This is an optimization exercise on Yosys and OpenROAD, whose aim is small area, a short achievable clock period and few clock cycles, not a production implementation.
The clock port is modelled as an ideal driver; clocking choices that lean on that would not hold on a real chip.
Power and IR drop assume default switching activity.

Setup of before:
Design blabel2_enc, start of the top module:
module blabel2_enc (
    input  wire        clk,
    input  wire        rst,
    input  wire        reg_wr,
    input  wire [7:0]  reg_addr,
    input  wire [31:0] reg_wdata,
    output wire [31:0] reg_rdata,
    output wire        busy,
    output wire        done,
    output wire        error,
    output wire        pix_req,
    output wire [15:0] pix_x,
    output wire [15:0] pix_y,
    input  wire        pix_ack,
    input  wire [7:0]  pix_r,
    input  wire [7:0]  pix_g,
    input  wire [7:0]  pix_b,
    output wire        out_valid,
    output reg  [7:0]  out_data,
    output wire        out_last,
    input  wire        out_ready
);
Size in the first run: about 110 flip-flops, ~6000 sq um of cells after synthesis.
==> module blabel2_rd, before the edit <==
module blabel2_rd (
    input  wire [7:0]  addr,
    input  wire [5:0]  cfg,
    input  wire [15:0] width,
    input  wire [15:0] height,
    input  wire [5:0]  status,
    input  wire        err,
    input  wire [15:0] info_h,
    input  wire [3:0]  info_t,
    output wire [31:0] rdata,
    input  wire        wr,
    input  wire        wd0,
    input  wire        busy,
    output wire        start
);
    genvar g;
    wire n76, n51, n04, w10, x42e, z3;
    blabel2_g_nor2  u_n76  (.a(addr[7]), .b(addr[6]), .y(n76));             
    blabel2_g_nor2  u_n51  (.a(addr[5]), .b(addr[1]), .y(n51));             
    blabel2_g_nor2  u_n04  (.a(addr[0]), .b(addr[4]), .y(n04));             
    blabel2_g_nor2b u_w10  (.a(addr[0]), .bn(addr[4]), .y(w10));            
    blabel2_g_and3b u_x42e (.an(addr[3]), .b(addr[2]), .c(err), .y(x42e));  
    blabel2_g_inv   u_z3   (.a(addr[3]), .y(z3));                           
    wire [15:0] mwh;     
    wire [5:0]  mse;     
    wire [3:0]  it_e;    
    generate
        for (g = 0; g < 16; g = g + 1) begin : g_mwh
            blabel2_g_mux2i u_m (.s(addr[2]), .a0(width[g]), .a1(height[g]), .y(mwh[g]));
        end
        for (g = 0; g < 4; g = g + 1) begin : g_ite
            blabel2_g_and2 u_e (.a(err), .b(info_t[g]), .y(it_e[g]));
        end
        for (g = 0; g < 3; g = g + 1) begin : g_mse
            blabel2_g_mux2i u_m (.s(addr[2]), .a0(status[g]), .a1(it_e[g]), .y(mse[g]));
        end
    endgenerate
    blabel2_g_nand2  u_mse3 (.a(addr[2]), .b(it_e[3]), .y(mse[3]));         
    blabel2_g_nand2b u_mse4 (.an(addr[2]), .b(status[4]), .y(mse[4]));      
    blabel2_g_nand2b u_mse5 (.an(addr[2]), .b(status[5]), .y(mse[5]));
    wire [1:0] swh_n;
    wire [3:0] sei_n;
    wire       slo_n, sse_n;
    blabel2_g_nand4 u_swh0 (.a(n76), .b(n51), .c(n04), .d(addr[3]), .y(swh_n[0]));  
    blabel2_g_nand4 u_swh1 (.a(n76), .b(n51), .c(n04), .d(addr[3]), .y(swh_n[1]));
    blabel2_g_nand3 u_slo  (.a(n76), .b(n51), .c(n04), .y(slo_n));                   
    blabel2_g_nand4 u_sse  (.a(n76), .b(n51), .c(w10), .d(z3), .y(sse_n));           
    generate
        for (g = 0; g < 4; g = g + 1) begin : g_sei                                  
            blabel2_g_nand4 u_sei (.a(n76), .b(n51), .c(w10), .d(x42e), .y(sei_n[g]));
        end
    endgenerate
    wire z32, s00_n, wok;
    blabel2_g_nor2  u_z32 (.a(addr[3]), .b(addr[2]), .y(z32));
    blabel2_g_nand4 u_s00 (.a(n76), .b(n51), .c(n04), .d(z32), .y(s00_n));
    blabel2_g_and3b u_wok (.an(busy), .b(wr), .c(wd0), .y(wok));
    blabel2_g_nor2b u_st  (.a(s00_n), .bn(wok), .y(start));
    generate
        for (g = 0; g < 6; g = g + 1) begin : g_lo6
            wire mc, mm_n;
            blabel2_g_nand2 u_c (.a(addr[2]), .b(cfg[g]), .y(mc));
            blabel2_g_mux2  u_m (.s(addr[3]), .a0(mc), .a1(mwh[g]), .x(mm_n));
            blabel2_g_o22ai u_o (.a1(slo_n), .a2(mm_n), .b1(sse_n), .b2(mse[g]), .y(rdata[g]));
        end
        for (g = 6; g < 16; g = g + 1) begin : g_wh
            blabel2_g_nor2 u_o (.a(swh_n[g / 8]), .b(mwh[g]), .y(rdata[g]));
        end
        for (g = 16; g < 32; g = g + 1) begin : g_ei
            blabel2_g_nor2b u_o (.a(sei_n[(g - 16) / 4]), .bn(info_h[g - 16]), .y(rdata[g]));
        end
    endgenerate
endmodule
clock: 10.0 ns
lec_check: 0
cap_margin: 20
core_margin: 2
core_utilization: 40
setup_slack_margin: 4.9
slew_margin: 20
standard.sh (not shown) runs the stock make flow with config.mk's settings and CLKGATE_MAP_FILE= SYNTH_SCRIPT=/design/flow/synth_recipe.tcl, a recipe that flattens the netlist after the stock synthesis.
==> flow/flow/run.sh <==
#!/bin/bash
# Own layout flow: the standard ORFS flow (standard.sh) with
#  - synthesis through flow/synth.tcl (per-module ABC scripts, hierarchy kept
#    through ABC and flattened after, as synth_recipe.tcl does),
#  - port buffers of a given cell (BUFFER_PORTS_ARGS) instead of the default,
#  - clock tree options (CTS_ARGS) in place of ORFS's, and a post-CTS step
#    (flow/post_cts.tcl, if present) that upsizes clock buffers with slow edges.
# The make output goes to flow_make.log; ORFS keeps each step's log under orfs/logs.
set -euo pipefail
here=$(pwd)
export OWN_ABC_SCRIPT=$here/flow/abc_area.script

export OWN_CLK_SLEW_LIMIT_PS=90
bash standard.sh SYNTH_SCRIPT=$here/flow/synth.tcl SYNTH_HIERARCHICAL=1 \
  "BUFFER_PORTS_ARGS=-buffer_cell sky130_fd_sc_hd__buf_1" \
  "CTS_ARGS=-sink_clustering_enable -repair_clock_nets -buf_list sky130_fd_sc_hd__clkbuf_4 -dont_use_dummy_load"  "POST_CTS_TCL=$here/flow/post_cts.tcl" \
  finish > $here/flow_make.log 2>&1
==> flow/flow/abc_area.script <==
strash
ifraig
scorr
dc2
strash
dch -f
amap
topo
==> flow/flow/post_cts.tcl <==
# After CTS: upsize any clock buffer whose output slew (placement parasitics)
# exceeds a limit, so every flip-flop clock pin keeps a fast edge, then
# legalize the placement again.
estimate_parasitics -placement
set limit [expr {$::env(OWN_CLK_SLEW_LIMIT_PS) * 1e-3}]
set resized 0
foreach inst [get_cells -filter "ref_name == sky130_fd_sc_hd__clkbuf_4"] {
  set out [get_pins -of_objects $inst -filter "direction == output"]
  if {[get_property $out slew_max] > $limit} {
    replace_cell $inst [get_lib_cells sky130_fd_sc_hd__clkbuf_8]
    incr resized
  }
}
puts "own post-CTS hook: upsized $resized clock buffers"
if {$resized > 0} {
  detailed_placement
  estimate_parasitics -placement
}
==> flow/flow/synth.tcl <==
# The standard flow's synthesis (synth_recipe.tcl) with one change: ABC maps every module
# with the area-oriented script OWN_ABC_SCRIPT instead of ORFS's speed script
# (the register read port is written as one-gate modules, each mapped on its
# own). Registers are mapped before ABC runs, so they are the same as the standard flow's.
proc synth {args} { yosys synth -nofsm -noshare {*}$args }
proc abc {args} {
  set i [lsearch -exact $args -script]
  set args [lreplace $args [expr {$i+1}] [expr {$i+1}] $::env(OWN_ABC_SCRIPT)]
  yosys abc {*}$args
}
source $::env(SCRIPTS_DIR)/synth.tcl
# left out here: clear keep_hierarchy, flatten, clean up, hide names made inside functions, write 1_2_yosys.v
What after does differently from before at the input level:
-- flow/design.v --
<<< before, line 271
    blabel2_g_nand2b u_mse4 (.an(addr[2]), .b(status[4]), .y(mse[4]));      
    blabel2_g_nand2b u_mse5 (.an(addr[2]), .b(status[5]), .y(mse[5]));
    wire [1:0] swh_n;
    wire [3:0] sei_n;
    wire       slo_n, sse_n;
    blabel2_g_nand4 u_swh0 (.a(n76), .b(n51), .c(n04), .d(addr[3]), .y(swh_n[0]));  
>>> after, line 271
    blabel2_g_nand2b u_mse4 (.an(addr[2]), .b(status[4]), .y(mse[4]));      
    blabel2_g_nand2b u_mse5 (.an(addr[2]), .b(status[5]), .y(mse[5]));
    wire [1:0] swh_n, sei_n;
    wire       slo_n, sse_n;
    blabel2_g_nand4 u_swh0 (.a(n76), .b(n51), .c(n04), .d(addr[3]), .y(swh_n[0]));  
<<< before, line 278
    blabel2_g_nand3 u_slo  (.a(n76), .b(n51), .c(n04), .y(slo_n));                   
    blabel2_g_nand4 u_sse  (.a(n76), .b(n51), .c(w10), .d(z3), .y(sse_n));           
    generate
        for (g = 0; g < 4; g = g + 1) begin : g_sei                                  
            blabel2_g_nand4 u_sei (.a(n76), .b(n51), .c(w10), .d(x42e), .y(sei_n[g]));
        end
    endgenerate
    wire z32, s00_n, wok;
    blabel2_g_nor2  u_z32 (.a(addr[3]), .b(addr[2]), .y(z32));
    blabel2_g_nand4 u_s00 (.a(n76), .b(n51), .c(n04), .d(z32), .y(s00_n));
    blabel2_g_and3b u_wok (.an(busy), .b(wr), .c(wd0), .y(wok));
    blabel2_g_nor2b u_st  (.a(s00_n), .bn(wok), .y(start));
>>> after, line 277
    blabel2_g_nand3 u_slo  (.a(n76), .b(n51), .c(n04), .y(slo_n));                   
    blabel2_g_nand4 u_sse  (.a(n76), .b(n51), .c(w10), .d(z3), .y(sse_n));           
    blabel2_g_nand4 u_sei0 (.a(n76), .b(n51), .c(w10), .d(x42e), .y(sei_n[0]));      
    blabel2_g_nand4 u_sei1 (.a(n76), .b(n51), .c(w10), .d(x42e), .y(sei_n[1]));
    wire z76, z51, z04, z32, s00_n, wok;
    blabel2_g_nor2  u_z76 (.a(addr[7]), .b(addr[6]), .y(z76));
    blabel2_g_nor2  u_z51 (.a(addr[5]), .b(addr[1]), .y(z51));
    blabel2_g_nor2  u_z04 (.a(addr[0]), .b(addr[4]), .y(z04));
    blabel2_g_nor2  u_z32 (.a(addr[3]), .b(addr[2]), .y(z32));
    blabel2_g_nand4 u_s00 (.a(z76), .b(z51), .c(z04), .d(z32), .y(s00_n));
    blabel2_g_and3b u_wok (.an(busy), .b(wr), .c(wd0), .y(wok));
    blabel2_g_nor2b u_st  (.a(s00_n), .bn(wok), .y(start));
<<< before, line 299
        end
        for (g = 16; g < 32; g = g + 1) begin : g_ei
            blabel2_g_nor2b u_o (.a(sei_n[(g - 16) / 4]), .bn(info_h[g - 16]), .y(rdata[g]));
        end
    endgenerate
>>> after, line 298
        end
        for (g = 16; g < 32; g = g + 1) begin : g_ei
            blabel2_g_nor2b u_o (.a(sei_n[g / 24]), .bn(info_h[g - 16]), .y(rdata[g]));
        end
    endgenerate
==> notes.md <==
Comparing after against before, there is no change at all in count of clock-buffer cells in the layout. after vs. before: final area went down by 0.44%, sum of internal, switching and leakage power went down by 2.0%. Of after and before, it is after that has the lower clock insertion delay at the later pin of the skew report. [after] non-clock buffer count rose about 1.7% relative to before. The adder-cell area share of the yosys netlist was comparable across after and before.
No functional check of the RTL was part of any run of this note.

## static timing again, ports no longer ideal
The results above use ideal ports. As a check the final layouts listed here were re-extracted and re-timed, cells and wires unchanged.
Step 1 (the two cells are an assumption about what drives the block):
set clk [get_ports {clk}]
set_driving_cell -lib_cell sky130_fd_sc_hd__clkbuf_16 $clk
set_driving_cell -lib_cell sky130_fd_sc_hd__buf_2 [delete_from_list [all_inputs] $clk]
Step 2, shift: input delay + t, output delay - t, t = (earliest + latest rising clock arrival at the registers) / 2. This alone moves slack from input paths to output paths.
Slacks: no drivers / after step 1 / after step 2; pairs: no drivers / after step 1.
| run | t, ns | setup slack, ns | worst setup path at the end | worst register clock-pin slew, ns | pins driven straight from the clock port |
|---|---|---|---|---|---|
| before | 0.466 | 4.905 / 4.885 / 4.885 | input to output | 0.09 / 0.09 | 1 |
| after | 0.442 | 4.958 / 4.916 / 4.837 | input to register | 0.09 / 0.09 | 1 |
After both steps setup and hold are still met in every run listed. For after, which loses most, drivers alone change the setup slack by -0.042 ns; drivers and shift together by -0.121 ns.
